Context: an optimization exercise on an open-source flow, tuned for small area. The choices shown serve that exercise and are no tape-out recipe.
In this exercise RTL edits were held to simulation tests only and were not proved equivalent to the original.
No activity file was given, so power comes from the tool's default toggle rates.

$ cat flow/config.mk
export PLATFORM = sky130hd
export DESIGN_NAME = ts0710_codec
export DESIGN_NICKNAME = ts0710_codec
export VERILOG_FILES = /design/flow/design.v
export SDC_FILE = /design/flow/constraint.sdc
export NUM_CORES = 4
export LEC_CHECK = 0
export CAP_MARGIN = 20
export CORE_MARGIN = 2
export CORE_UTILIZATION = 65
export SLEW_MARGIN = 20
$ cat flow/constraint.sdc
create_clock -name core_clock -period 10.0 [get_ports {clk}]
set_input_delay 2.0000 -clock core_clock [delete_from_list [all_inputs] [get_ports {clk}]]
set_output_delay 2.0000 -clock core_clock [all_outputs]
set_load 0.01 [all_outputs]
$ cat flow/standard.sh
#!/bin/bash
# synth_recipe.tcl (not shown) runs the flow's synth.tcl, then flattens the netlist and writes it again
# the make line also repeats each setting of config.mk as NAME=value (left out here)
make -C /OpenROAD-flow-scripts/flow DESIGN_CONFIG=/design/flow/config.mk WORK_HOME=/design/flow/orfs CLKGATE_MAP_FILE= SYNTH_SCRIPT=/design/flow/synth_recipe.tcl "${@:-finish}"
$ cat flow/flow/run.sh
#!/bin/bash
# The standard layout, with plain buf_1 cells as the port buffers and a
# clock tree of clkbuf_8 cells on clusters of up to 14 flip-flops.
set -euo pipefail
bash standard.sh finish "BUFFER_PORTS_ARGS=-buffer_cell sky130_fd_sc_hd__buf_1" \
  "CTS_ARGS=-sink_clustering_enable -repair_clock_nets -sink_clustering_size 14 -sink_clustering_max_diameter 60 -buf_list sky130_fd_sc_hd__clkbuf_8 -dont_use_dummy_load" > standard.log 2>&1
$ cat flow/design.v
module ts0710_crc_step (
    input  wire [7:0] crc_in,
    input  wire [7:0] data,
    output reg  [7:0] crc_out
);
    integer k;
    always @* begin
        crc_out = crc_in ^ data;
        for (k = 0; k < 8; k = k + 1) begin
            if (crc_out[0])
                crc_out = (crc_out >> 1) ^ 8'hE0;
            else
                crc_out = crc_out >> 1;
        end
    end
endmodule
module ts0710_rx (
    input  wire        clk,
    input  wire        rst,
    input  wire        compat,      
    input  wire        flush,       
    input  wire        rx_valid,
    input  wire [7:0]  rx_data,
    output reg         code_valid,
    output reg  [3:0]  code,
    output wire [7:0]  frm_addr,
    output wire [7:0]  frm_ctrl,
    output wire [15:0] frm_len,
    output wire [7:0]  frm_fcs,
    output reg         pay_valid,
    output wire [7:0]  pay_data,
    output reg         in_frame,
    output reg  [15:0] acc_len
);
    localparam [7:0] FLAG = 8'hF9;
    localparam [7:0] CRC_INIT = 8'hEB;
    localparam [7:0] CRC_RES  = 8'hCF;
    reg  [7:0]  addr_r;
    reg  [7:0]  ctrl_r;
    reg  [15:0] len_r;       
    reg         long_r;      
    reg         past_r;      
    reg  [7:0]  crc_r;
    reg  [7:0]  b1;          
    reg  [7:0]  b2;          
    assign frm_addr = addr_r;
    assign frm_ctrl = ctrl_r;
    assign frm_len  = len_r;
    assign frm_fcs  = b2;
    assign pay_data = b2;
    wire [7:0] crc_next;
    ts0710_crc_step u_crc (.crc_in(crc_r), .data(b1), .crc_out(crc_next));
    wire is_flag  = (rx_data == FLAG);
    wire at_cap   = acc_len[15] & acc_len[2] & acc_len[1];
    wire overflow = in_frame & ~flush & at_cap;
    wire inf      = in_frame & ~flush & ~at_cap;    
    wire idx1     = (acc_len == 16'd1);
    wire idx2     = (acc_len == 16'd2);
    wire idx3     = (acc_len == 16'd3);
    wire idx4     = (acc_len == 16'd4);
    wire idx5     = (acc_len == 16'd5);
    wire collapse = is_flag & idx1;
    wire [15:0] flen = acc_len - (long_r ? 16'd6 : 16'd5);
    wire exact    = (flen == len_r);
    wire complete = is_flag & (exact | past_r);
    wire ctrl_uih = ((ctrl_r & 8'hEF) == 8'hEF);
    wire ctrl_ua  = ((ctrl_r & 8'hEF) == 8'h63);
    wire ff       = ~long_r & (&len_r[6:0]);
    wire quirk    = compat & ff;
    wire fcs_ok   = (compat & ctrl_ua) | (crc_next == CRC_RES);
    wire append   = rx_valid & inf & ~collapse;
    wire hdr_cov  = (acc_len[15:3] == 13'd0) &
                    (~acc_len[2] | (~acc_len[1] & (~acc_len[0] | long_r)));
    wire pay_pos  = ~(acc_len[15:3] == 13'd0) | (acc_len[2] & acc_len[0] & ~long_r)
                  | (acc_len[2] & acc_len[1]);
    always @(posedge clk) begin
        if (rx_valid) begin
            b1 <= rx_data;
            b2 <= b1;
        end
        if (idx1) addr_r <= rx_data;
        if (idx2) ctrl_r <= rx_data;
        if (idx3) begin
            len_r  <= {9'd0, rx_data[7:1]};
            long_r <= ~rx_data[0];
        end
        if (idx4 && long_r) len_r[14:7] <= rx_data;
        if (append && complete) len_r <= flen;
        if (rst) len_r[15] <= 1'b0;
        if (!inf)
            crc_r <= CRC_INIT;
        else if (append && (!ctrl_uih || hdr_cov))
            crc_r <= crc_next;
        if (!inf)
            past_r <= 1'b0;
        else if (append && exact)
            past_r <= 1'b1;
        code <= 4'd2;
        if (!inf)
            code <= overflow ? (is_flag ? 4'd8 : 4'd7) : {3'd0, is_flag};
        else if (collapse)
            code <= 4'd3;
        else if (complete) begin
            if (quirk)
                code <= 4'd4;
            else if (!exact)
                code <= 4'd5;
            else if (fcs_ok)
                code <= 4'd4;
            else
                code <= 4'd6;
        end
        if (rst) begin
            code_valid <= 1'b0;
            pay_valid  <= 1'b0;
            in_frame   <= 1'b0;
            acc_len    <= 16'd0;
        end else begin
            code_valid <= rx_valid;
            pay_valid  <= append & ~complete & pay_pos;
            if (rx_valid) begin
                if (!inf) begin
                    in_frame <= is_flag;
                    acc_len  <= {15'd0, is_flag};
                end else if (complete && !collapse) begin
                    in_frame <= 1'b0;
                    acc_len  <= 16'd0;
                end else if (!collapse) begin
                    acc_len  <= acc_len + 16'd1;
                end
            end else if (flush) begin
                in_frame <= 1'b0;
                acc_len  <= 16'd0;
            end
        end
    end
endmodule
module ts0710_tx (
    input  wire        clk,
    input  wire        rst,
    input  wire        tx_start,
    input  wire [7:0]  tx_addr,
    input  wire [7:0]  tx_ctrl,
    input  wire [15:0] tx_len,
    output wire        tx_ready,
    input  wire        tx_pl_valid,
    input  wire [7:0]  tx_pl_data,
    output wire        tx_pl_ready,
    output reg         tx_valid,
    output reg  [7:0]  tx_data,
    output reg         len_err      
);
    localparam [7:0] FLAG = 8'hF9;
    localparam [2:0] S_IDLE  = 3'd0,
                     S_ADDR  = 3'd1,
                     S_CTRL  = 3'd2,
                     S_LEN0  = 3'd3,
                     S_LEN1  = 3'd4,
                     S_PAY   = 3'd5,
                     S_FCS   = 3'd6,
                     S_CLOSE = 3'd7;
    reg [2:0]  state;
    reg [7:1]  addr_r;
    reg [7:0]  ctrl_r;
    reg [14:0] len_r;
    reg [7:0]  crc_r;
    wire       ctrl_uih  = ((ctrl_r & 8'hEF) == 8'hEF);
    wire       short_len = (len_r[14:7] == 8'd0);
    wire       hi_zero   = (len_r[14:1] == 14'd0);
    wire [7:0] len_b0    = {len_r[6:0], short_len};
    wire [7:0] len_b1    = len_r[14:7];
    assign tx_ready    = (state == S_IDLE);
    assign tx_pl_ready = (state == S_PAY);
    reg  [7:0] out_byte;
    reg        out_en;
    reg        out_cov;
    always @* begin
        out_byte = FLAG;
        out_en   = 1'b0;
        out_cov  = 1'b0;
        case (state)
            S_IDLE:  begin out_en = tx_start & ~tx_len[15]; end
            S_ADDR:  begin out_byte = {addr_r, 1'b1}; out_en = 1'b1; out_cov = 1'b1; end
            S_CTRL:  begin out_byte = ctrl_r; out_en = 1'b1; out_cov = 1'b1; end
            S_LEN0:  begin out_byte = len_b0; out_en = 1'b1; out_cov = 1'b1; end
            S_LEN1:  begin out_byte = len_b1; out_en = 1'b1; out_cov = 1'b1; end
            S_PAY:   begin out_byte = tx_pl_data; out_en = tx_pl_valid; out_cov = !ctrl_uih; end
            S_FCS:   begin out_byte = ~crc_r; out_en = 1'b1; end
            S_CLOSE: begin out_en = 1'b1; end
            default: ;
        endcase
    end
    wire [7:0] crc_next;
    ts0710_crc_step u_crc (.crc_in(crc_r), .data(out_byte), .crc_out(crc_next));
    always @(posedge clk) begin
        tx_data <= out_byte;
        if (state == S_IDLE) begin
            addr_r <= tx_addr[7:1];
            ctrl_r <= tx_ctrl;
            len_r  <= tx_len[14:0];
            crc_r  <= 8'hFF;
        end else begin
            if (out_en && out_cov)
                crc_r <= crc_next;
            if (state == S_PAY && tx_pl_valid)
                len_r <= len_r - 15'd1;
        end
        if (rst) begin
            state    <= S_IDLE;
            tx_valid <= 1'b0;
            len_err  <= 1'b0;
        end else begin
            tx_valid <= out_en;
            len_err  <= (state == S_IDLE) & tx_start & tx_len[15];
            case (state)
                S_IDLE:  if (tx_start && !tx_len[15]) state <= S_ADDR;
                S_ADDR:  state <= S_CTRL;
                S_CTRL:  state <= S_LEN0;
                S_LEN0:  state <= !short_len ? S_LEN1 : (hi_zero && !len_r[0]) ? S_FCS : S_PAY;
                S_LEN1:  state <= S_PAY;
                S_PAY:   if (tx_pl_valid && hi_zero && len_r[0]) state <= S_FCS;
                S_FCS:   state <= S_CLOSE;
                S_CLOSE: state <= S_IDLE;
                default: state <= S_IDLE;
            endcase
        end
    end
endmodule
module ts0710_codec (
    input  wire        clk,
    input  wire        rst,           
    input  wire        compat,        
    input  wire        stat_clr,      
    input  wire        rx_valid,
    input  wire [7:0]  rx_data,
    input  wire        rx_flush,      
    output wire        rx_code_valid,
    output wire [3:0]  rx_code,
    output wire [7:0]  frm_addr,
    output wire [7:0]  frm_ctrl,
    output wire [15:0] frm_len,
    output wire [7:0]  frm_fcs,
    output wire        pay_valid,
    output wire [7:0]  pay_data,
    output wire        in_frame,
    output wire [15:0] acc_len,
    input  wire        tx_start,
    input  wire [7:0]  tx_addr,
    input  wire [7:0]  tx_ctrl,
    input  wire [15:0] tx_len,
    output wire        tx_ready,
    input  wire        tx_pl_valid,
    input  wire [7:0]  tx_pl_data,
    output wire        tx_pl_ready,
    output wire        tx_valid,
    output wire [7:0]  tx_data,
    output reg  [31:0] cnt_ok,
    output reg  [31:0] cnt_framing,
    output reg  [31:0] cnt_checksum,
    output reg  [31:0] cnt_overflow,
    output reg  [3:0]  err_flags      
);
    wire tx_len_err;
    ts0710_rx u_rx (
        .clk        (clk),
        .rst        (rst),
        .compat     (compat),
        .flush      (rx_flush),
        .rx_valid   (rx_valid),
        .rx_data    (rx_data),
        .code_valid (rx_code_valid),
        .code       (rx_code),
        .frm_addr   (frm_addr),
        .frm_ctrl   (frm_ctrl),
        .frm_len    (frm_len),
        .frm_fcs    (frm_fcs),
        .pay_valid  (pay_valid),
        .pay_data   (pay_data),
        .in_frame   (in_frame),
        .acc_len    (acc_len)
    );
    ts0710_tx u_tx (
        .clk         (clk),
        .rst         (rst),
        .tx_start    (tx_start),
        .tx_addr     (tx_addr),
        .tx_ctrl     (tx_ctrl),
        .tx_len      (tx_len),
        .tx_ready    (tx_ready),
        .tx_pl_valid (tx_pl_valid),
        .tx_pl_data  (tx_pl_data),
        .tx_pl_ready (tx_pl_ready),
        .tx_valid    (tx_valid),
        .tx_data     (tx_data),
        .len_err     (tx_len_err)
    );
    wire ev_ok   = rx_code_valid && (rx_code == 4'd4);
    wire ev_bad  = rx_code_valid && (rx_code == 4'd5);
    wire ev_csum = rx_code_valid && (rx_code == 4'd6);
    wire ev_ovf  = rx_code_valid && ((rx_code == 4'd7) || (rx_code == 4'd8));
    reg clr_d;
    always @(posedge clk) begin
        if (rst) clr_d <= 1'b0;
        else     clr_d <= stat_clr;
    end
    wire keep = ~(rst | clr_d);
    function automatic [31:0] cnt_next(input [31:0] cnt, input ev, input keep, input rst);
        integer i;
        reg c;
        begin
            c = ev;
            cnt_next[0] = ~rst & ((cnt[0] & keep) ^ ev);
            for (i = 1; i < 32; i = i + 1) begin
                c = c & cnt[i-1];
                cnt_next[i] = keep & (cnt[i] ^ c);
            end
        end
    endfunction
    always @(posedge clk) begin
        cnt_ok       <= cnt_next(cnt_ok,       ev_ok,   keep, rst);
        cnt_framing  <= cnt_next(cnt_framing,  ev_bad,  keep, rst);
        cnt_checksum <= cnt_next(cnt_checksum, ev_csum, keep, rst);
        cnt_overflow <= cnt_next(cnt_overflow, ev_ovf,  keep, rst);
        err_flags    <= ({4{keep}} & err_flags) |
                        ({4{~rst}} & {tx_len_err, ev_ovf, ev_csum, ev_bad});
    end
endmodule
==> flow_metrics.env, run 1 <==
export IMPL_status="complete, no violations"
export IMPL_syn_inst=1146
export IMPL_synth_most_common_cell="dfxtp_1"
export IMPL_p_per_area_nw_per_um2=133.8
export IMPL_yosys_warnings=4
export IMPL_gp_congestion=0.8984
export IMPL_r2r_end="cnt_overflow[30]$_DFF_P_"
export IMPL_drtIter0Drc=514
export IMPL_drc=0
export IMPL_async_reset_ff_frac=0
export IMPL_rsz0062_at_grt="false"
export IMPL_fin_crit_sh=0.6976
export IMPL_multi_input_area_um2=5928
export IMPL_std_cell_rows=50
export IMPL_synth_edff_count=78
export IMPL_critPathMaxStageDelay_ns=0.45
export IMPL_drv_cap=0
export IMPL_syn_num_nets=1333
export IMPL_io_buffers=268
export IMPL_ys_seq_area_frac=0.4920
export IMPL_critical_path_arrival_ns=7.41
export IMPL_cts_path_max_buffers=3
export IMPL_grtUsageTotal=0.2595
export IMPL_cts_resized=0
export IMPL_seq_area_um2=6086
export IMPL_relSlewSlack=0.3647
export IMPL_cts_hold_buf=0
export IMPL_start_util=0.6613
export IMPL_required_ns=10.44
export IMPL_vias=8865
export IMPL_crit_fanout=3
export IMPL_peakVddDrop_v=0.0001036
export IMPL_critPathLaunchType="register"
export IMPL_drive_gt1_frac=0.03755
export IMPL_leakagePower_nw=5.891
export IMPL_worst_r2r_cell_count=35
export IMPL_clockRootBuffer="clkbuf_8"
export IMPL_ant_nets=0
export IMPL_worstMarginPinSlew_ns=0.9457
export IMPL_worstHoldPathCells=2
export IMPL_final_setup_tns_ns=0
export IMPL_pin_count=270
export IMPL_drtPass1Iterations=5
export IMPL_cts_buffers=23
export IMPL_ys_top_cells_by_count="187 x dfxtp_1, 130 x ha_1, 126 x and2_1, 81 x xnor2_1, 78 x edfxtp_1"
export IMPL_nets=1574
export IMPL_die_x_um=142.0
export IMPL_synth_top_area_cell="dfxtp_1"
export IMPL_grt_max_degree=121
export IMPL_worst_setup_path_end_kind="register"
export IMPL_finalHoldViolCount=0
export IMPL_core_area_um2=18710
export IMPL_area_delta_synth_final_pct=11.46
export IMPL_grt_pass1_wl_um=42060
export IMPL_cpMostUsedCell="ha_1"
export IMPL_cts_tree="done"
export IMPL_rr_startpoint="u_rx.code[2]$_DFF_P_"
export IMPL_rrSetupSlack_ns=3.02
export IMPL_dpl_hpwl_um=19910
export IMPL_synthTopCellsByArea="dfxtp_1 30%, edfxtp_1 19%, ha_1 13%"
export IMPL_drv_slew=0
export IMPL_period_needed_ns=6.976
export IMPL_fmax_mhz=143.4
export IMPL_finalSetupViolCount=0
export IMPL_hp_class="reg -> reg"
export IMPL_overflow=0
export IMPL_antenna_found_initial=1
export IMPL_synth_area_um2=12370
export IMPL_post_cts_setup_buffers=0
export IMPL_yosysTopAreaCellShare=0.3027
export IMPL_die_h_um=142.0
export IMPL_hold_start="u_tx.len_err$_SDFF_PP0_"
export IMPL_slowest_stage="o21ai_0"
export IMPL_final_core_util=0.7371
export IMPL_synth_ff_type="dfxtp_1"
export IMPL_nFillCells=1438
export IMPL_setup_worst_path_class="reg -> reg"
export IMPL_min_to="err_flags[3]$_DFF_P_"
export IMPL_htreeDepth=1
export IMPL_grt_pass1_vias=8369
export IMPL_vias_per_cell=5.472
export IMPL_yosysUniqueCellTypes=67
export IMPL_die_area_um2=20150
export IMPL_path_clk_slew_ns=0.09
export IMPL_insertion_delay_ns=0.55
export IMPL_clock_sinks=265
export IMPL_wl_um=26700
export IMPL_fin_worst_skew_ns=0.02799
export IMPL_placed_cell_area_um2=13460
export IMPL_ys_ff_latch=265
export IMPL_post_route_cell_area_um2=13790
export IMPL_wl_per_cell_um=16.48
export IMPL_syn_avg_cell_area_um2=10.79
==> power by group <==
group / switching, mW / internal, mW
Combinational: 0.0863 / 0.0593
Clock: 0.329 / 0.206
Sequential: 0.0274 / 1.14
Total: 0.443 / 1.40
==> layout by cell type (no fill, tap or decap), drive strengths merged, types with 7 or more instances in the layout <==
master	count
mux2	7
a21o	7
and3	14
nand3	21
ha	130
nor2	54
buf	274
mux2i	11
nor4	9
nor3	36
nand4	13
xor2	33
nand2b	14
xnor2	81
clkbuf	24
edfxtp	78
nand2	69
dfxtp	187
a21oi	26
inv	27
o21ai	36
nor2b	25
and2	126
==> metal layers <==
layer | share of wire | wire length (um) | global-route usage
met5 | 0 | 0 | 0
met4 | 0.025 | 671 | 0.08263
met3 | 0.084 | 2247 | 0.05350
met2 | 0.45 | 12140 | 0.4262
met1 | 0.44 | 11630 | 0.3474
==> area by class of cell <==
type | instances | area share
flip-flops and latches | 265 | 0.4414
multi-input cells | 795 | 0.4300
repair buffers | 275 | 0.07687
clock buffers | 23 | 0.02296
well taps | 234 | 0.02124
inverters | 27 | 0.007351
diodes | 1 | 0.0001815
==> worst max-delay path, delay by kind of cell, from the launching register on <==
kind / cells / cell delay [ns]
fa+ha+maj: 30 / 5.58
simple gates: 4 / 0.54
compound gates: 1 / 0.45
flops: 1 / 0.33
==> worst max-delay path by stage <==
stage,startpoint,to,slack [ns],cells after the start
global route,u_rx.code[2]$_DFF_P_,cnt_overflow[31]$_DFF_P_,2.62,36
finish,u_rx.code[2]$_DFF_P_,cnt_overflow[30]$_DFF_P_,3.02,35
floorplan,u_rx.code[2]$_DFF_P_,cnt_overflow[30]$_DFF_P_,3.54,35
global placement,u_rx.code[2]$_DFF_P_,cnt_overflow[31]$_DFF_P_,3.12,36
CTS,u_rx.code[2]$_DFF_P_,cnt_overflow[30]$_DFF_P_,2.98,35
detailed placement,u_rx.code[2]$_DFF_P_,cnt_overflow[30]$_DFF_P_,3.04,35
==> through the flow <==
| stage | power, mW | cells | worst slack (ns) | hold slack [ns] |
|---|---|---|---|---|
| finish | 1.844 | 1620 | 3.024 | 0.4560 |
| global route | 1.917 | 1619 | 2.622 | 0.5009 |
| CTS | 1.858 | 1618 | 2.981 | 0.4655 |
| detailed placement | 1.333 | 1595 | 3.041 | 0.4447 |
| global placement | 1.329 | 1595 | 3.121 | 0.4212 |
| floorplan | 1.288 | 1146 | 3.539 | 0.4130 |
==> registers in the layout, summed over array words and instances (netlist names), 3 cells and up <==
name and cells:
u_rx.crc_r 8, u_tx.crc_r 8, u_tx.tx_data 8, cnt_checksum 32
u_rx.b2 8, u_rx.addr_r 8, u_tx.addr_r 7, u_rx.ctrl_r 8
u_rx.len_r 16, u_rx.b1 8, err_flags 4, cnt_framing 32
cnt_ok 32, u_rx.code 4, cnt_overflow 32, u_rx.acc_len 16
u_tx.len_r 15, u_tx.ctrl_r 8, u_tx.state 3
==> cell families after synthesis <==
group / count (synthesis) / synth area share
buffers and inverters: 86 / 0.03024
XOR/XNOR: 116 / 0.08446
AND/OR/NAND/NOR: 416 / 0.1861
flip-flops: 265 / 0.4920
AO/OA/AOI/OAI: 114 / 0.05877
multiplexers: 18 / 0.01527
adder cells (fa/ha/maj): 131 / 0.1331
==> run 2, diff against run 1 <==
--- a/flow/config.mk
+++ b/flow/config.mk
@@ -8,4 +8,4 @@
 export CAP_MARGIN = 20
 export CORE_MARGIN = 2
-export CORE_UTILIZATION = 65
+export CORE_UTILIZATION = 40
 export SLEW_MARGIN = 20
==> flow_metrics.env, run 2 <==
export IMPL_clock_sinks=265
export IMPL_cts_path_max_buffers=3
export IMPL_layout_commonest_cell="buf_1"
export IMPL_ys_top_cells_by_count="187 x dfxtp_1, 130 x ha_1, 126 x and2_1, 81 x xnor2_1, 78 x edfxtp_1"
export IMPL_fin_crit_sh=0.6898
export IMPL_worstMarginPinSlew_ns=0.9140
export IMPL_worstSetupStartpoint="u_rx.code[2]$_DFF_P_"
export IMPL_status="complete, no violations"
export IMPL_finalHoldViolCount=0
export IMPL_cts_resized=0
export IMPL_synthTopCellsByArea="dfxtp_1 30%, edfxtp_1 19%, ha_1 13%"
export IMPL_die_h_um=179.9
export IMPL_cts_hold_buf=0
export IMPL_use_met2=0.2844
export IMPL_antenna_cells=0
export IMPL_ys_ff_latch=265
export IMPL_ys_seq_area_frac=0.4920
export IMPL_vias=8842
export IMPL_die_x_um=179.9
export IMPL_seq_area_um2=6086
export IMPL_seqPwrFrac=0.616
export IMPL_syn_inst=1146
export IMPL_relSlewSlack=0.3860
export IMPL_vias_per_cell=4.945
export IMPL_drv_slew=0
export IMPL_multi_input_area_um2=5917
export IMPL_p_sw_frac=0.2437
export IMPL_worst_setup_path_end_kind="register"
export IMPL_fin_worst_skew_ns=0.03667
export IMPL_std_cell_rows=64
export IMPL_drtPass1Iterations=4
export IMPL_critPathLaunchType="register"
export IMPL_critical_path_endpoint="cnt_overflow[31]$_DFF_P_"
export IMPL_grtUsageTotal=0.1737
export IMPL_grt_use_met1=0.2370
export IMPL_p_clk_frac=0.304
export IMPL_hold_ws_ns=0.4598
export IMPL_synth_edff_count=78
export IMPL_drive_gt1_frac=0.04095
export IMPL_grt_busiest_layer="met2"
export IMPL_gp_congestion=0.8127
export IMPL_core_area_um2=30510
export IMPL_pre_cts_ws_ns=2.887
export IMPL_drc=0
export IMPL_nets=1581
export IMPL_internal_power_mw=1.427
export IMPL_period_needed_ns=6.898
export IMPL_critPathMaxStageDelay_ns=0.45
export IMPL_worst_r2r_cell_count=36
export IMPL_crit_fanout=3
export IMPL_async_reset_ff_frac=0
export IMPL_post_cts_setup_buffers=0
export IMPL_synth_ff_type="dfxtp_1"
export IMPL_start_util=0.4054
export IMPL_grt_met3_usage=0.03160
export IMPL_hp_class="reg -> reg"
export IMPL_ant_nets=0
export IMPL_final_setup_tns_ns=0
export IMPL_synth_most_common_cell="dfxtp_1"
export IMPL_htreeDepth=1
export IMPL_io_buffers=268
export IMPL_critical_path_arrival_ns=7.36
export IMPL_setup_worst_path_class="reg -> reg"
export IMPL_setup_slack_ns=3.102
export IMPL_finalNonFillerCells=1788
export IMPL_rrSetupSlack_ns=3.10
export IMPL_pin_count=270
export IMPL_overflow=0
export IMPL_synth_top_area_cell="dfxtp_1"
export IMPL_synth_area_um2=12370
export IMPL_switchingPower_mw=0.4598
export IMPL_fmax_mhz=145.0
export IMPL_leakagePower_nw=5.930
export IMPL_syn_num_nets=1333
export IMPL_grt_pass1_wl_um=46110
export IMPL_comb_power_share=0.080
export IMPL_yosysTopAreaCellShare=0.3027
export IMPL_cts_tree="done"
export IMPL_path_clk_slew_ns=0.09
export IMPL_nFillCells=2985
export IMPL_rr_startpoint="u_rx.code[2]$_DFF_P_"
export IMPL_grt_max_degree=121
export IMPL_rsz0062_at_grt="false"
export IMPL_drtIter0Drc=436
export IMPL_antenna_found_initial=0
export IMPL_r2r_end="cnt_overflow[31]$_DFF_P_"
export IMPL_p_total_mw=1.887
export IMPL_area_delta_synth_final_pct=13.56
export IMPL_yosys_warnings=4
export IMPL_dpl_hpwl_um=21250
export IMPL_syn_avg_cell_area_um2=10.79
export IMPL_yosysUniqueCellTypes=67
export IMPL_wl_um=28350
export IMPL_wl_per_cell_um=15.86
export IMPL_clockRootBuffer="clkbuf_8"
export IMPL_peakVddDrop_v=0.0001029
export IMPL_slowest_stage="o21ai_0"
export IMPL_finalSetupViolCount=0
export IMPL_cpMostUsedCell="ha_1"
export IMPL_drv_cap=0
export IMPL_dp_cells=1761
export IMPL_die_area_um2=32350
export IMPL_required_ns=10.46
export IMPL_insertion_delay_ns=0.58
export IMPL_p_per_area_nw_per_um2=134.3
export IMPL_mostFrequentLayoutCells="267 x buf_1, 187 x dfxtp_1, 130 x ha_1"
export IMPL_cts_buffers=26
export IMPL_grt_pass1_vias=8636
-- run 2: cell counts after synthesis --
No cell type changed its count.
-- run 2: per-layer routing --
| metal | vias up | share of wire |
|---|---|---|
| li1 | 4428 | - |
| met1 | 4104 | 0.46 |
| met2 | 275 | 0.45 |
| met3 | 35 | 0.059 |
| met4 | 0 | 0.024 |
| met5 | - | 0 |
-- run 2: cell type report --
cell class / count / share of cell area
Clock buffer: 26 / 0.02547
Inverter: 27 / 0.007215
Multi-Input combinational cell: 795 / 0.4212
Sequential cell: 265 / 0.4332
Tap cell: 396 / 0.03527
Timing Repair Buffer: 279 / 0.07758
-- run 2: worst min path at each step --
stage | start | end | slack, ns | cells past startpoint
final | u_tx.len_err$_SDFF_PP0_ | err_flags[3]$_DFF_P_ | 0.46 | 2
after floorplan | u_tx.len_err$_SDFF_PP0_ | err_flags[3]$_DFF_P_ | 0.41 | 2
after global placement | u_tx.len_err$_SDFF_PP0_ | err_flags[3]$_DFF_P_ | 0.42 | 2
after detailed placement | u_tx.len_err$_SDFF_PP0_ | err_flags[3]$_DFF_P_ | 0.43 | 2
after CTS | u_tx.len_err$_SDFF_PP0_ | err_flags[3]$_DFF_P_ | 0.46 | 2
after global routing | err_flags[2]$_DFF_P_ | err_flags[2]$_DFF_P_ | 0.50 | 2
-- run 2: power by group through the flow --
stage	clock network, mW	logic [mW]	registers (mW)
2_1_floorplan	0	0.106	1.18
3_3_place_gp	0	0.149	1.19
3_5_place_dp	0	0.151	1.19
4_1_cts	0.609	0.152	1.16
5_1_grt	0.640	0.169	1.17
6_report	0.574	0.150	1.16
-- run 2: kinds of logic (layout without fill, tap and decap cells) --
| group | after synthesis | count (layout) | synth area share |
|---|---|---|---|
| simple gates | 416 | 416 | 0.1861 |
| xor+xnor | 116 | 116 | 0.08446 |
| mux | 18 | 18 | 0.01527 |
| buf+inv | 86 | 332 | 0.03024 |
| fa+ha+maj | 131 | 131 | 0.1331 |
| flops | 265 | 265 | 0.4920 |
| compound gates | 114 | 114 | 0.05877 |
-- run 2: per-stage QoR --
stage	instance area, um^2	utilization
after floorplan	12370	-
after global placement	13680	0.4485
after detailed placement	13680	0.4485
after CTS	14040	0.4602
after global routing	14050	0.4604
final	14050	0.4604
-- run 2: worst max-delay path: cells and delay by family (launching register included) --
| kind | cells | cell delay, ns |
|---|---|---|
| simple gates | 4 | 0.45 |
| xor+xnor | 1 | 0.15 |
| compound gates | 1 | 0.45 |
| fa+ha+maj | 30 | 5.46 |
| flops | 1 | 0.31 |
==> run 3, diff against run 2 <==
==> flow/flow/run.sh (replaced) <==
#!/bin/bash
# The standard layout, with plain buf_1 cells as the port buffers, a clock
# tree of clkbuf_8 cells on clusters of up to 14 flip-flops, and a power
# recovery pass (cell downsizing) before global routing.
set -euo pipefail
bash standard.sh finish "BUFFER_PORTS_ARGS=-buffer_cell sky130_fd_sc_hd__buf_1" \
  "CTS_ARGS=-sink_clustering_enable -repair_clock_nets -sink_clustering_size 14 -sink_clustering_max_diameter 60 -buf_list sky130_fd_sc_hd__clkbuf_8 -dont_use_dummy_load" \
  "PRE_GLOBAL_ROUTE_TCL=$PWD/flow/recover.tcl" > standard.log 2>&1
==> flow/flow/recover.tcl (new file) <==
# Trade the large setup slack for smaller cells before routing.
repair_timing -recover_power 100 -verbose
==> flow_metrics.env, run 3 <==
export IMPL_status="complete, no violations"
export IMPL_rsz0062_at_grt="false"
export IMPL_ant_nets=0
export IMPL_rrSetupSlack_ns=3.10
export IMPL_std_cell_rows=64
export IMPL_cts_hold_buf=0
export IMPL_die_area_um2=32350
export IMPL_syn_avg_cell_area_um2=10.79
export IMPL_relSlewSlack=0.3070
export IMPL_async_reset_ff_frac=0
export IMPL_worst_setup_path_end_kind="register"
export IMPL_cts_tree="done"
export IMPL_io_buffers=268
export IMPL_drtPass1Iterations=4
export IMPL_cts_buffers=26
export IMPL_yosysUniqueCellTypes=67
export IMPL_hold_start="u_tx.len_err$_SDFF_PP0_"
export IMPL_insertion_delay_ns=0.57
export IMPL_final_setup_tns_ns=0
export IMPL_wl_um=28410
export IMPL_required_ns=10.46
export IMPL_drv_slew=0
export IMPL_syn_num_nets=1333
export IMPL_grtUsageTotal=0.1736
export IMPL_path_clk_slew_ns=0.09
export IMPL_mostFrequentLayoutCells="267 x buf_1, 187 x dfxtp_1, 130 x ha_1"
export IMPL_nFillCells=2988
export IMPL_synth_ff_type="dfxtp_1"
export IMPL_nets=1584
export IMPL_grt_pass1_wl_um=46090
export IMPL_grt_pass1_vias=8635
export IMPL_slowest_stage="o21ai_0"
export IMPL_pin_count=270
export IMPL_die_x_um=179.9
export IMPL_antenna_found_initial=0
export IMPL_clockRootBuffer="clkbuf_8"
export IMPL_critPathMaxStageDelay_ns=0.45
export IMPL_vias_per_cell=4.965
export IMPL_rr_startpoint="u_rx.code[2]$_DFF_P_"
export IMPL_drtIter0Drc=431
export IMPL_fin_worst_skew_ns=0.03342
export IMPL_final_core_util=0.4605
export IMPL_p_per_area_nw_per_um2=134.3
export IMPL_syn_inst=1146
export IMPL_cts_resized=0
export IMPL_grt_max_degree=121
export IMPL_ys_seq_area_frac=0.4920
export IMPL_hp_class="reg -> reg"
export IMPL_critPathLaunchType="register"
export IMPL_synth_most_common_cell="dfxtp_1"
export IMPL_worst_r2r_cell_count=36
export IMPL_core_area_um2=30510
export IMPL_drc=0
export IMPL_peakVddDrop_v=0.0001017
export IMPL_start_util=0.4054
export IMPL_ys_top_cells_by_count="187 x dfxtp_1, 130 x ha_1, 126 x and2_1, 81 x xnor2_1, 78 x edfxtp_1"
export IMPL_ys_ff_latch=265
export IMPL_synthTopCellsByArea="dfxtp_1 30%, edfxtp_1 19%, ha_1 13%"
export IMPL_drive_gt1_frac=0.04014
export IMPL_finalSetupViolCount=0
export IMPL_yosys_warnings=4
export IMPL_cts_path_max_buffers=3
export IMPL_synth_top_area_cell="dfxtp_1"
export IMPL_critical_path_arrival_ns=7.36
export IMPL_post_cts_setup_buffers=0
export IMPL_wl_per_cell_um=15.86
export IMPL_fmax_mhz=145.0
export IMPL_drv_cap=0
export IMPL_dpl_hpwl_um=21250
export IMPL_fin_crit_sh=0.6898
export IMPL_clock_sinks=265
export IMPL_die_h_um=179.9
export IMPL_overflow=0
export IMPL_synth_edff_count=78
export IMPL_synth_area_um2=12370
export IMPL_leakagePower_nw=5.928
export IMPL_r2r_end="cnt_overflow[31]$_DFF_P_"
export IMPL_worstHoldPathCells=2
export IMPL_area_delta_synth_final_pct=13.58
export IMPL_crit_fanout=3
export IMPL_setup_worst_path_class="reg -> reg"
export IMPL_period_needed_ns=6.898
export IMPL_layout_commonest_cell="buf_1"
export IMPL_vias=8892
export IMPL_finalHoldViolCount=0
export IMPL_min_to="err_flags[3]$_DFF_P_"
export IMPL_hold_ws_ns=0.4572
export IMPL_worstMarginPinSlew_ns=1.039
export IMPL_gp_congestion=0.8127
export IMPL_htreeDepth=1
export IMPL_cpMostUsedCell="ha_1"
export IMPL_yosysTopAreaCellShare=0.3027
export IMPL_antenna_cells=0
## run 3: changes by cell type in the layout (fill, tap and decap cells not counted), moves of 3 or more
cell      change
and2_0        +4
and2_1        -4
buf_4         -9
clkbuf_1      +4
clkbuf_2      +3
## run 3: per-layer routing
layer  routed length (um)  track usage  up-vias
li1                     -            -     4437
met1                13180       0.2368     4154
met2                12950       0.2844      269
met3                 1609      0.03160       32
met4                  671      0.04455        0
met5                    0            0        -
## run 3: worst max path at each step
stage                     slack [ns]                       end                 start  cells after the start
after floorplan                 3.54  cnt_overflow[30]$_DFF_P_  u_rx.code[2]$_DFF_P_                     35
final                           3.10  cnt_overflow[31]$_DFF_P_  u_rx.code[2]$_DFF_P_                     36
after detailed placement        2.89  cnt_overflow[31]$_DFF_P_  u_rx.code[2]$_DFF_P_                     36
after global routing            2.48  cnt_overflow[31]$_DFF_P_  u_rx.code[2]$_DFF_P_                     36
after CTS                       2.89  cnt_overflow[31]$_DFF_P_  u_rx.code[2]$_DFF_P_                     36
after global placement          2.90  cnt_overflow[31]$_DFF_P_  u_rx.code[2]$_DFF_P_                     36
## run 3: worst max-delay path, delay by kind of cell, from the launching register on
family	cells	cell delay (ns)
AOI/OAI and AO/OA	1	0.45
xor gates and xnor gates	1	0.15
adders and majority gates	30	5.46
DFF	1	0.31
and+or+nand+nor	4	0.45
## run 3: stage by stage
step           instances  power, mW  instance area (um^2)  setup slack [ns]
6_report            1791      1.888                 14050             3.102
3_3_place_gp        1761      1.336                 13680             2.904
5_1_grt             1791      1.978                 14050             2.482
3_5_place_dp        1761      1.338                 13680             2.887
4_1_cts             1787      1.923                 14040             2.886
2_1_floorplan       1146      1.288                 12370             3.539
## run 3: final cells by class
cell class / instances / area [um^2] / area share
clock buffer: 26 / 357.8 / 0.02547
inverter: 27 / 101.3 / 0.007213
multi-input combinational: 795 / 5899 / 0.4199
sequential: 265 / 6086 / 0.4332
tap: 396 / 495.5 / 0.03527
timing repair buffer: 282 / 1110 / 0.07899
## run 3: cells by family (layout without fill, tap and decap cells)
group | Yosys count | count (layout) | synth area share
muxes | 18 | 18 | 0.01527
xor gates and xnor gates | 116 | 116 | 0.08446
and+or+nand+nor | 416 | 416 | 0.1861
adders and majority gates | 131 | 131 | 0.1331
AOI/OAI and AO/OA | 114 | 114 | 0.05877
DFF | 265 | 265 | 0.4920
buffers and inverters | 86 | 335 | 0.03024
## run 3: power by group
| part | internal [mW] | total (mW) | switching, mW |
|---|---|---|---|
| Sequential | 1.14 | 1.16 | 0.0258 |
| Clock | 0.231 | 0.574 | 0.343 |
| Combinational | 0.0607 | 0.151 | 0.0905 |
==> run 4, diff against run 3 <==
--- a/flow/design.v
+++ b/flow/design.v
@@ -148,10 +148,10 @@
     output wire        tx_pl_ready,
     output reg         tx_valid,
-    output reg  [7:0]  tx_data,
+    output wire [7:0]  tx_data,
     output reg         len_err      
 );
     localparam [7:0] FLAG = 8'hF9;
     localparam [2:0] S_IDLE  = 3'd0,
-                     S_ADDR  = 3'd1,
+                     S_ADDR  = 3'd1,    
                      S_CTRL  = 3'd2,
                      S_LEN0  = 3'd3,
@@ -161,5 +161,6 @@
                      S_CLOSE = 3'd7;
     reg [2:0]  state;
-    reg [7:1]  addr_r;
+    reg [7:0]  out_r;       
+    reg        cov_r;       
     reg [7:0]  ctrl_r;
     reg [14:0] len_r;
@@ -172,37 +173,26 @@
     assign tx_ready    = (state == S_IDLE);
     assign tx_pl_ready = (state == S_PAY);
-    reg  [7:0] out_byte;
-    reg        out_en;
-    reg        out_cov;
-    always @* begin
-        out_byte = FLAG;
-        out_en   = 1'b0;
-        out_cov  = 1'b0;
-        case (state)
-            S_IDLE:  begin out_en = tx_start & ~tx_len[15]; end
-            S_ADDR:  begin out_byte = {addr_r, 1'b1}; out_en = 1'b1; out_cov = 1'b1; end
-            S_CTRL:  begin out_byte = ctrl_r; out_en = 1'b1; out_cov = 1'b1; end
-            S_LEN0:  begin out_byte = len_b0; out_en = 1'b1; out_cov = 1'b1; end
-            S_LEN1:  begin out_byte = len_b1; out_en = 1'b1; out_cov = 1'b1; end
-            S_PAY:   begin out_byte = tx_pl_data; out_en = tx_pl_valid; out_cov = !ctrl_uih; end
-            S_FCS:   begin out_byte = ~crc_r; out_en = 1'b1; end
-            S_CLOSE: begin out_en = 1'b1; end
-            default: ;
-        endcase
-    end
+    wire show_flag = (state == S_IDLE) | (state == S_ADDR);
+    assign tx_data = show_flag ? FLAG : out_r;
     wire [7:0] crc_next;
-    ts0710_crc_step u_crc (.crc_in(crc_r), .data(out_byte), .crc_out(crc_next));
+    ts0710_crc_step u_crc (.crc_in(crc_r), .data(out_r), .crc_out(crc_next));
+    wire [7:0] crc_d = cov_r ? crc_next : crc_r;
     always @(posedge clk) begin
-        tx_data <= out_byte;
+        crc_r <= (state == S_IDLE) ? 8'hFF : crc_d;
+        case (state)
+            S_IDLE:  begin out_r <= tx_addr | 8'h01; cov_r <= 1'b0; end
+            S_ADDR:  cov_r <= 1'b1;
+            S_CTRL:  begin out_r <= ctrl_r; cov_r <= 1'b1; end
+            S_LEN0:  begin out_r <= len_b0; cov_r <= 1'b1; end
+            S_LEN1:  begin out_r <= len_b1; cov_r <= 1'b1; end
+            S_PAY:   begin out_r <= tx_pl_data; cov_r <= tx_pl_valid & ~ctrl_uih; end
+            S_FCS:   begin out_r <= ~crc_d; cov_r <= 1'b0; end
+            default: cov_r <= 1'b0;
+        endcase
         if (state == S_IDLE) begin
-            addr_r <= tx_addr[7:1];
             ctrl_r <= tx_ctrl;
             len_r  <= tx_len[14:0];
-            crc_r  <= 8'hFF;
-        end else begin
-            if (out_en && out_cov)
-                crc_r <= crc_next;
-            if (state == S_PAY && tx_pl_valid)
-                len_r <= len_r - 15'd1;
+        end else if (state == S_PAY && tx_pl_valid) begin
+            len_r  <= len_r - 15'd1;
         end
         if (rst) begin
@@ -211,7 +201,11 @@
             len_err  <= 1'b0;
         end else begin
-            tx_valid <= out_en;
             len_err  <= (state == S_IDLE) & tx_start & tx_len[15];
             case (state)
+                S_IDLE:  tx_valid <= tx_start & ~tx_len[15];
+                S_PAY:   tx_valid <= tx_pl_valid;
+                default: tx_valid <= 1'b1;
+            endcase
+            case (state)
                 S_IDLE:  if (tx_start && !tx_len[15]) state <= S_ADDR;
                 S_ADDR:  state <= S_CTRL;
==> flow/flow/run.sh (replaced) <==
#!/bin/bash
set -euo pipefail
bash standard.sh finish "BUFFER_PORTS_ARGS=-buffer_cell sky130_fd_sc_hd__buf_1" \
  "CTS_ARGS=-sink_clustering_enable -repair_clock_nets -sink_clustering_size 18 -sink_clustering_max_diameter 70 -buf_list sky130_fd_sc_hd__clkbuf_8 -dont_use_dummy_load" > standard.log 2>&1
--- a/flow/config.mk
+++ b/flow/config.mk
@@ -8,4 +8,4 @@
 export CAP_MARGIN = 20
 export CORE_MARGIN = 2
-export CORE_UTILIZATION = 40
+export CORE_UTILIZATION = 65
 export SLEW_MARGIN = 20
removed: flow/flow/recover.tcl
==> flow_metrics.env, run 4 <==
export IMPL_cpMostUsedCell="ha_1"
export IMPL_seqPwrFrac=0.592
export IMPL_wl_per_cell_um=16.19
export IMPL_multi_input_area_um2=5947
export IMPL_grt_max_degree=77
export IMPL_comb_power_share=0.182
export IMPL_synth_ff_type="dfxtp_1"
export IMPL_grt_busiest_layer="met2"
export IMPL_slowest_stage="o21ai_0"
export IMPL_gp_congestion=0.8860
export IMPL_cts_tree="done"
export IMPL_htreeDepth=1
export IMPL_drtPass1Iterations=5
export IMPL_layout_commonest_cell="buf_1"
export IMPL_rsz0062_at_grt="false"
export IMPL_worst_setup_path_end_kind="register"
export IMPL_grtUsageTotal=0.2552
export IMPL_worstMarginPinSlew_ns=0.8360
export IMPL_seq_area_um2=5976
export IMPL_drv_slew=0
export IMPL_insertion_delay_ns=0.52
export IMPL_leakagePower_nw=5.840
export IMPL_grt_pass1_vias=8268
export IMPL_yosys_warnings=4
export IMPL_post_cts_setup_buffers=0
export IMPL_die_x_um=141.4
export IMPL_p_clk_frac=0.227
export IMPL_mostFrequentLayoutCells="268 x buf_1, 180 x dfxtp_1, 130 x ha_1"
export IMPL_syn_avg_cell_area_um2=10.73
export IMPL_critPathLaunchType="register"
export IMPL_finalHoldViolCount=0
export IMPL_synth_edff_count=79
export IMPL_fmax_mhz=145.5
export IMPL_syn_inst=1144
export IMPL_grt_met3_usage=0.03881
export IMPL_peakVddDrop_v=0.0001281
export IMPL_dpl_hpwl_um=19750
export IMPL_area_delta_synth_final_pct=10.68
export IMPL_async_reset_ff_frac=0
export IMPL_cts_path_max_buffers=3
export IMPL_p_sw_frac=0.2864
export IMPL_nFillCells=1481
export IMPL_finalNonFillerCells=1612
export IMPL_relSlewSlack=0.4419
export IMPL_core_area_um2=18640
export IMPL_clock_sinks=259
export IMPL_drive_gt1_frac=0.03922
export IMPL_drc=0
export IMPL_ant_nets=0
export IMPL_hp_class="reg -> reg"
export IMPL_finalSetupViolCount=0
export IMPL_cts_hold_buf=0
export IMPL_start_util=0.6583
export IMPL_use_met2=0.4407
export IMPL_syn_num_nets=1331
export IMPL_required_ns=10.42
export IMPL_drtIter0Drc=488
export IMPL_period_needed_ns=6.871
export IMPL_internal_power_mw=1.486
export IMPL_synth_top_area_cell="dfxtp_1"
export IMPL_fin_worst_skew_ns=0.02682
export IMPL_crit_fanout=3
export IMPL_drv_cap=0
export IMPL_final_setup_tns_ns=0
export IMPL_clockRootBuffer="clkbuf_8"
export IMPL_dp_cells=1593
export IMPL_ys_ff_latch=259
export IMPL_status="complete, no violations"
export IMPL_synth_most_common_cell="dfxtp_1"
export IMPL_synth_area_um2=12270
export IMPL_std_cell_rows=50
export IMPL_yosysTopAreaCellShare=0.2936
export IMPL_fin_crit_sh=0.6871
export IMPL_grt_use_met1=0.3347
export IMPL_vias=8771
export IMPL_grt_pass1_wl_um=41300
export IMPL_cts_buffers=18
export IMPL_nets=1566
export IMPL_die_area_um2=20000
export IMPL_ys_seq_area_frac=0.4869
export IMPL_switchingPower_mw=0.5963
export IMPL_wl_um=26090
export IMPL_vias_per_cell=5.441
export IMPL_ys_top_cells_by_count="180 x dfxtp_1, 130 x ha_1, 126 x and2_1, 87 x nand2_1, 79 x edfxtp_1"
export IMPL_synthTopCellsByArea="dfxtp_1 29%, edfxtp_1 19%, ha_1 13%"
export IMPL_io_buffers=268
export IMPL_antenna_found_initial=1
export IMPL_pin_count=270
export IMPL_overflow=0
export IMPL_critical_path_arrival_ns=7.29
export IMPL_p_per_area_nw_per_um2=153.3
export IMPL_yosysUniqueCellTypes=68
export IMPL_setup_worst_path_class="reg -> reg"
export IMPL_critPathMaxStageDelay_ns=0.38
export IMPL_cts_resized=0
export IMPL_die_h_um=141.4
export IMPL_path_clk_slew_ns=0.11
-- run 4: cell types whose count changed after synthesis, sizes merged, moves of 7 or more --
cell   previous run  this run
inv              27        18
nand2            69        87
xor2             33        49
nor3             36        20
nor2b            25        15
dfxtp           187       180
o21ai            36        45
a21oi            26        33
xnor2            81        57
nor2             54        69
-- run 4: path summary, 6_finish.rpt --
path                                         startpoint                  endpoint  slack [ns]  depth (start not counted)
worst max-delay path               u_rx.code[2]$_DFF_P_  cnt_overflow[31]$_DFF_P_        3.13                         36
worst min-delay path            u_tx.len_err$_SDFF_PP0_      err_flags[3]$_DFF_P_        0.47                          2
worst max register to register     u_rx.code[2]$_DFF_P_  cnt_overflow[31]$_DFF_P_        3.13                         36
worst min register to register  u_tx.len_err$_SDFF_PP0_      err_flags[3]$_DFF_P_        0.47                          2
-- run 4: area by class of cell --
type                       count  share of cell area
tap                          234             0.02155
inverter                      18            0.004974
sequential                   259              0.4399
multi-input combinational    808              0.4378
clock buffer                  18             0.01824
antenna                        1           0.0001842
timing repair buffer         274             0.07737
-- run 4: power groups by stage --
stage,Clock (mW),Sequential (mW),Combinational (mW)
after global routing,0.524,1.24,0.428
after CTS,0.482,1.23,0.379
after global placement,0,1.25,0.369
after detailed placement,0,1.26,0.375
after floorplan,0,1.22,0.313
final,0.472,1.23,0.378
-- run 4: logic make-up (layout without fill, tap and decap cells) --
logic type,after synthesis,count (layout),synth area share
AND/OR/NAND/NOR,423,423,0.1900
multiplexers,17,17,0.01488
adder cells (fa/ha/maj),131,131,0.1342
AO/OA/AOI/OAI,129,129,0.06555
buffers and inverters,77,310,0.02916
XOR/XNOR,108,108,0.07931
flip-flops,259,259,0.4869
other,0,1,0
-- run 4: layer usage --
metal,routed length (um),share of wire
met1,11170,0.43
met2,12640,0.48
met3,1609,0.062
met4,668,0.026
met5,0,0
-- run 4: stage by stage --
stage	hold slack, ns	setup slack [ns]	power (mW)	utilization	instance area [um^2]
3_5_place_dp	0.4467	3.124	1.630	0.7152	13330
3_3_place_gp	0.4197	3.191	1.623	0.7152	13330
5_1_grt	0.4924	2.776	2.193	0.7285	13580
6_report	0.4703	3.129	2.082	0.7287	13580
2_1_floorplan	0.4130	3.552	1.538	-	12270
4_1_cts	0.4753	3.063	2.092	0.7285	13580
-- run 4: critical path: cells and delay by family, from the launching register on --
| kind | cells | cell delay, ns |
|---|---|---|
| simple gates | 4 | 0.45 |
| fa+ha+maj | 30 | 5.48 |
| flops | 1 | 0.34 |
| xor+xnor | 1 | 0.15 |
| compound gates | 1 | 0.38 |
==> run 5, diff against run 4 <==
==> flow/flow/run.sh (replaced) <==
#!/bin/bash
set -euo pipefail
bash standard.sh finish "BUFFER_PORTS_ARGS=-buffer_cell sky130_fd_sc_hd__buf_1" \
  "CTS_ARGS=-sink_clustering_enable -repair_clock_nets -sink_clustering_size 24 -sink_clustering_max_diameter 60 -buf_list sky130_fd_sc_hd__clkbuf_16 -dont_use_dummy_load" > standard.log 2>&1
==> flow_metrics.env, run 5 <==
export IMPL_finalHoldViolCount=0
export IMPL_std_cell_rows=50
export IMPL_setup_slack_ns=3.150
export IMPL_synth_ff_type="dfxtp_1"
export IMPL_wl_per_cell_um=16.24
export IMPL_ys_seq_area_frac=0.4869
export IMPL_die_area_um2=20000
export IMPL_multi_input_area_um2=5947
export IMPL_drv_cap=0
export IMPL_area_delta_synth_final_pct=12.34
export IMPL_worstSetupStartpoint="u_rx.code[2]$_DFF_P_"
export IMPL_vias=8795
export IMPL_hp_class="reg -> reg"
export IMPL_rsz0062_at_grt="false"
export IMPL_critical_path_arrival_ns=7.24
export IMPL_path_clk_slew_ns=0.08
export IMPL_fin_worst_skew_ns=0.04489
export IMPL_overflow=0
export IMPL_synth_top_area_cell="dfxtp_1"
export IMPL_seq_area_um2=5976
export IMPL_nFillCells=1443
export IMPL_insertion_delay_ns=0.50
export IMPL_clock_sinks=259
export IMPL_critPathMaxStageDelay_ns=0.38
export IMPL_grt_use_met1=0.3319
export IMPL_drive_gt1_frac=0.03922
export IMPL_critical_path_endpoint="cnt_overflow[30]$_DFF_P_"
export IMPL_synth_area_um2=12270
export IMPL_die_x_um=141.4
export IMPL_worst_setup_path_end_kind="register"
export IMPL_ys_ff_latch=259
export IMPL_drc=0
export IMPL_relSlewSlack=0.4380
export IMPL_grt_busiest_layer="met2"
export IMPL_syn_num_nets=1331
export IMPL_hold_start="err_flags[1]$_DFF_P_"
export IMPL_gp_congestion=0.8860
export IMPL_die_h_um=141.4
export IMPL_dpl_hpwl_um=19750
export IMPL_rr_startpoint="u_rx.code[2]$_DFF_P_"
export IMPL_pin_count=270
export IMPL_r2r_end="cnt_overflow[30]$_DFF_P_"
export IMPL_slowest_stage="o21ai_0"
export IMPL_use_met2=0.4438
export IMPL_pre_cts_ws_ns=3.124
export IMPL_yosysTopAreaCellShare=0.2936
export IMPL_syn_inst=1144
export IMPL_drtIter0Drc=401
export IMPL_vias_per_cell=5.456
export IMPL_ant_nets=0
export IMPL_cts_path_max_buffers=3
export IMPL_synthTopCellsByArea="dfxtp_1 29%, edfxtp_1 19%, ha_1 13%"
export IMPL_start_util=0.6583
export IMPL_clockRootBuffer="clkbuf_16"
export IMPL_finalSetupViolCount=0
export IMPL_cts_resized=0
export IMPL_final_setup_tns_ns=0
export IMPL_period_needed_ns=6.850
export IMPL_antenna_found_initial=1
export IMPL_wl_um=26180
export IMPL_rrSetupSlack_ns=3.15
export IMPL_grt_max_degree=77
export IMPL_peakVddDrop_v=0.0001842
export IMPL_fmax_mhz=146.0
export IMPL_cpMostUsedCell="ha_1"
export IMPL_syn_avg_cell_area_um2=10.73
export IMPL_mostFrequentLayoutCells="268 x buf_1, 180 x dfxtp_1, 130 x ha_1"
export IMPL_required_ns=10.39
export IMPL_drv_slew=0
export IMPL_setup_worst_path_class="reg -> reg"
export IMPL_critPathLaunchType="register"
export IMPL_grtUsageTotal=0.2573
export IMPL_yosys_warnings=4
export IMPL_cts_buffers=18
export IMPL_io_buffers=268
export IMPL_nets=1566
export IMPL_layout_commonest_cell="buf_1"
export IMPL_async_reset_ff_frac=0
export IMPL_core_area_um2=18640
export IMPL_status="complete, no violations"
export IMPL_fin_crit_sh=0.6850
export IMPL_cts_tree="done"
export IMPL_synth_most_common_cell="dfxtp_1"
export IMPL_ys_top_cells_by_count="180 x dfxtp_1, 130 x ha_1, 126 x and2_1, 87 x nand2_1, 79 x edfxtp_1"
export IMPL_p_per_area_nw_per_um2=163.9
export IMPL_leakagePower_nw=5.933
export IMPL_yosysUniqueCellTypes=68
export IMPL_post_cts_setup_buffers=0
export IMPL_grt_pass1_wl_um=41610
export IMPL_grt_pass1_vias=8363
export IMPL_worstMarginPinSlew_ns=0.8419
export IMPL_worst_r2r_cell_count=35
export IMPL_cts_hold_buf=0
export IMPL_crit_fanout=3
export IMPL_grt_met3_usage=0.04117
export IMPL_drtPass1Iterations=4
export IMPL_synth_edff_count=79
export IMPL_htreeDepth=1
-- run 5: layout make-up --
cell class,count,share of cell area
antenna,1,0.0001815
tap,234,0.02124
clock buffer,18,0.03267
multi-input combinational,808,0.4313
timing repair buffer,274,0.07623
sequential,259,0.4334
inverter,18,0.004901
-- run 5: stage by stage --
step | area (um^2) | hold slack (ns) | instances | total power, mW | util
after global routing | 13780 | 0.4837 | 1611 | 2.371 | 0.7394
after floorplan | 12270 | 0.4130 | 1144 | 1.538 | -
final | 13790 | 0.4638 | 1612 | 2.259 | 0.7395
after detailed placement | 13330 | 0.4467 | 1593 | 1.630 | 0.7152
after CTS | 13780 | 0.4676 | 1611 | 2.273 | 0.7394
after global placement | 13330 | 0.4197 | 1593 | 1.623 | 0.7152
-- run 5: where the power goes --
group          switching [mW]  internal [mW]
combinational           0.219          0.162
sequential             0.0713           1.16
clock                   0.326          0.320
total                   0.617           1.64
-- run 5: worst min path at each step --
stage                                 endpoint  slack [ns]  depth (start not counted)
final                     err_flags[1]$_DFF_P_        0.46                          2
after global routing      err_flags[2]$_DFF_P_        0.48                          2
after CTS                 err_flags[1]$_DFF_P_        0.47                          2
after detailed placement  err_flags[3]$_DFF_P_        0.45                          2
after global placement    err_flags[3]$_DFF_P_        0.42                          2
after floorplan           err_flags[3]$_DFF_P_        0.41                          2
-- run 5: routing by layer --
| layer | wire length, um | share of wire | up-vias |
|---|---|---|---|
| li1 | - | - | 4399 |
| met1 | 11250 | 0.43 | 4069 |
| met2 | 12570 | 0.48 | 273 |
| met3 | 1550 | 0.059 | 54 |
| met4 | 811 | 0.031 | 0 |
| met5 | 0 | 0 | - |
-- run 5: critical path, delay by kind of cell, from the launching register on --
kind,cells,cell delay [ns]
adder cells (fa/ha/maj),30,5.50
AO/OA/AOI/OAI,1,0.38
AND/OR/NAND/NOR,4,0.54
flip-flops,1,0.33
-- run 5: kinds of logic after synthesis --
family | after synthesis | share of synthesized area
compound gates | 129 | 0.06555
flops | 259 | 0.4869
xor+xnor | 108 | 0.07931
mux | 17 | 0.01488
buf+inv | 77 | 0.02916
simple gates | 423 | 0.1900
fa+ha+maj | 131 | 0.1342
==> run 6, diff against run 5 <==
==> flow/flow/run.sh (replaced) <==
#!/bin/bash
# The standard layout, with plain buf_1 cells as the port buffers and a
# clock tree of clkbuf_8 cells on clusters of up to 14 flip-flops.
set -euo pipefail
bash standard.sh finish "BUFFER_PORTS_ARGS=-buffer_cell sky130_fd_sc_hd__buf_1" \
  "CTS_ARGS=-sink_clustering_enable -repair_clock_nets -sink_clustering_size 14 -sink_clustering_max_diameter 60 -buf_list sky130_fd_sc_hd__clkbuf_8 -dont_use_dummy_load" > standard.log 2>&1
==> flow_metrics.env, run 6 <==
export IMPL_hold_start="u_tx.len_err$_SDFF_PP0_"
export IMPL_drive_gt1_frac=0.04200
export IMPL_wl_um=26200
export IMPL_vias_per_cell=5.442
export IMPL_worst_setup_path_end_kind="register"
export IMPL_rrSetupSlack_ns=3.17
export IMPL_die_area_um2=20000
export IMPL_required_ns=10.45
export IMPL_fmax_mhz=146.5
export IMPL_dpl_hpwl_um=19750
export IMPL_yosysUniqueCellTypes=68
export IMPL_slowest_stage="o21ai_0"
export IMPL_hp_class="reg -> reg"
export IMPL_die_x_um=141.4
export IMPL_drv_slew=0
export IMPL_core_area_um2=18640
export IMPL_peakVddDrop_v=0.0001805
export IMPL_die_h_um=141.4
export IMPL_yosys_warnings=4
export IMPL_mostFrequentLayoutCells="268 x buf_1, 180 x dfxtp_1, 130 x ha_1"
export IMPL_rr_startpoint="u_rx.code[2]$_DFF_P_"
export IMPL_gp_congestion=0.8860
export IMPL_htreeDepth=1
export IMPL_hold_ws_ns=0.4541
export IMPL_finalSetupViolCount=0
export IMPL_nFillCells=1472
export IMPL_path_clk_slew_ns=0.09
export IMPL_rsz0062_at_grt="false"
export IMPL_cts_resized=0
export IMPL_finalHoldViolCount=0
export IMPL_finalNonFillerCells=1616
export IMPL_final_setup_tns_ns=0
export IMPL_synthTopCellsByArea="dfxtp_1 29%, edfxtp_1 19%, ha_1 13%"
export IMPL_setup_slack_ns=3.174
export IMPL_r2r_end="cnt_overflow[31]$_DFF_P_"
export IMPL_period_needed_ns=6.826
export IMPL_cts_tree="done"
export IMPL_pin_count=270
export IMPL_critPathLaunchType="register"
export IMPL_ant_nets=0
export IMPL_p_per_area_nw_per_um2=156.2
export IMPL_area_delta_synth_final_pct=11.13
export IMPL_grtUsageTotal=0.2571
export IMPL_post_cts_setup_buffers=0
export IMPL_critical_path_arrival_ns=7.28
export IMPL_clock_sinks=259
export IMPL_syn_num_nets=1331
export IMPL_ys_top_cells_by_count="180 x dfxtp_1, 130 x ha_1, 126 x and2_1, 87 x nand2_1, 79 x edfxtp_1"
export IMPL_antenna_found_initial=1
export IMPL_cts_buffers=22
export IMPL_critPathMaxStageDelay_ns=0.38
export IMPL_worstHoldPathCells=2
export IMPL_wl_per_cell_um=16.21
export IMPL_yosysTopAreaCellShare=0.2936
export IMPL_synth_top_area_cell="dfxtp_1"
export IMPL_dp_cells=1593
export IMPL_ys_seq_area_frac=0.4869
export IMPL_nets=1570
export IMPL_grt_pass1_wl_um=41480
export IMPL_crit_fanout=3
export IMPL_pre_cts_ws_ns=3.124
export IMPL_drtPass1Iterations=5
export IMPL_layout_commonest_cell="buf_1"
export IMPL_status="complete, no violations"
export IMPL_synth_most_common_cell="dfxtp_1"
export IMPL_worstMarginPinSlew_ns=0.8625
export IMPL_overflow=0
export IMPL_syn_avg_cell_area_um2=10.73
export IMPL_p_total_mw=2.131
export IMPL_crit_buf_inv=0
export IMPL_cts_hold_buf=0
export IMPL_ys_ff_latch=259
export IMPL_drtIter0Drc=480
export IMPL_grt_pass1_vias=8308
export IMPL_fin_crit_sh=0.6826
export IMPL_vias=8794
export IMPL_leakagePower_nw=5.869
export IMPL_io_buffers=268
export IMPL_insertion_delay_ns=0.55
export IMPL_fin_worst_skew_ns=0.03637
export IMPL_synth_edff_count=79
export IMPL_relSlewSlack=0.4242
export IMPL_synth_ff_type="dfxtp_1"
export IMPL_drc=0
export IMPL_cpMostUsedCell="ha_1"
export IMPL_clockRootBuffer="clkbuf_8"
export IMPL_synth_area_um2=12270
export IMPL_setup_worst_path_class="reg -> reg"
export IMPL_async_reset_ff_frac=0
export IMPL_grt_max_degree=77
export IMPL_cts_path_max_buffers=3
export IMPL_drv_cap=0
export IMPL_min_to="err_flags[3]$_DFF_P_"
export IMPL_critical_path_top_delay_family="adder cells"
export IMPL_std_cell_rows=50
export IMPL_syn_inst=1144
export IMPL_start_util=0.6583
export IMPL_worst_r2r_cell_count=36
## run 6: cell counts after synthesis
Identical to the previous run, type by type.
## run 6: how the worst max path moves through the flow
| stage | from | endpoint | slack (ns) | depth (start not counted) |
|---|---|---|---|---|
| 6_report | u_rx.code[2]$_DFF_P_ | cnt_overflow[31]$_DFF_P_ | 3.17 | 36 |
| 2_1_floorplan | u_rx.code[2]$_DFF_P_ | cnt_overflow[30]$_DFF_P_ | 3.55 | 35 |
| 5_1_grt | u_rx.code[2]$_DFF_P_ | cnt_overflow[30]$_DFF_P_ | 2.81 | 35 |
| 3_3_place_gp | u_rx.code[2]$_DFF_P_ | cnt_overflow[31]$_DFF_P_ | 3.19 | 36 |
| 4_1_cts | u_rx.code[2]$_DFF_P_ | cnt_overflow[30]$_DFF_P_ | 3.11 | 35 |
| 3_5_place_dp | u_rx.code[2]$_DFF_P_ | cnt_overflow[30]$_DFF_P_ | 3.12 | 35 |
## run 6: where the power goes
part | switching [mW] | leakage, nW | internal [mW]
Sequential | 0.0715 | 2.19 | 1.16
Combinational | 0.217 | 3.52 | 0.162
Clock | 0.323 | 0.158 | 0.197
## run 6: final cells by class
cell class	count	area [um^2]	share of cell area
Multi-Input combinational cell	808	5947	0.4360
Sequential cell	259	5976	0.4381
Timing Repair Buffer	274	1051	0.07706
Clock buffer	22	302.8	0.02220
Tap cell	234	292.8	0.02147
Antenna cell	1	2.502	0.0001835
Inverter	18	67.56	0.004954
## run 6: layer usage
layer  global-route usage  wire (um)  part of all wire  up-vias
met5                    0          0                 0        -
met4              0.07789        710             0.027        0
met3              0.04286       1676             0.064       49
met2               0.4433      12710              0.49      277
met1               0.3341      11100              0.42     4073
li1                     -          -                 -     4395
## run 6: metrics by stage
stage | util | area (um^2)
3_3_place_gp | 0.7152 | 13330
2_1_floorplan | - | 12270
6_report | 0.7316 | 13640
5_1_grt | 0.7315 | 13640
3_5_place_dp | 0.7152 | 13330
4_1_cts | 0.7315 | 13640
## run 6: cell families (layout without fill, tap and decap cells)
kind of cell,Yosys count,in the layout,share of synthesized area
multiplexers,17,17,0.01488
AO/OA/AOI/OAI,129,129,0.06555
flip-flops,259,259,0.4869
AND/OR/NAND/NOR,423,423,0.1900
buffers and inverters,77,314,0.02916
other,0,1,0
XOR/XNOR,108,108,0.07931
adder cells (fa/ha/maj),131,131,0.1342
## run 6: worst reg2reg max path: cells and delay by family (launching register included)
family                     cells  cell delay (ns)
DFF                            1             0.33
xor gates and xnor gates       1             0.15
AOI/OAI and AO/OA              1             0.38
and+or+nand+nor                4             0.45
adders and majority gates     30             5.42

what the ideal ports hide:
Ports are ideal in the flow. The routed layouts listed here were re-timed in OpenROAD.
Step 1 (the two cells are an assumption about what drives the block):
set clk [get_ports {clk}]
set_driving_cell -lib_cell sky130_fd_sc_hd__clkbuf_16 $clk
set_driving_cell -lib_cell sky130_fd_sc_hd__buf_2 [delete_from_list [all_inputs] $clk]
Step 2 times the ports against the registers' clock, not the clock port: input delays grow and output delays shrink by t, the midpoint of the rising clock arrivals with the driver on.
a / b / c = no drivers / after step 1 / after step 2; a / b = the first two.
run | shift t [ns] | slack for setup (ns) | hold WS [ns]
run 1 | 0.581 | 3.024 / 3.024 / 3.024 | 0.456 / 0.456 / 0.456
run 2 | 0.599 | 3.102 / 3.102 / 3.102 | 0.460 / 0.460 / 0.460
run 3 | 0.597 | 3.102 / 3.102 / 3.102 | 0.457 / 0.457 / 0.457
run 4 | 0.548 | 3.129 / 3.129 / 3.129 | 0.470 / 0.470 / 0.470
run 5 | 0.527 | 3.150 / 3.150 / 3.150 | 0.464 / 0.464 / 0.464
run 6 | 0.580 | 3.174 / 3.174 / 3.174 | 0.454 / 0.454 / 0.454
After both steps setup and hold are still met in every run listed.
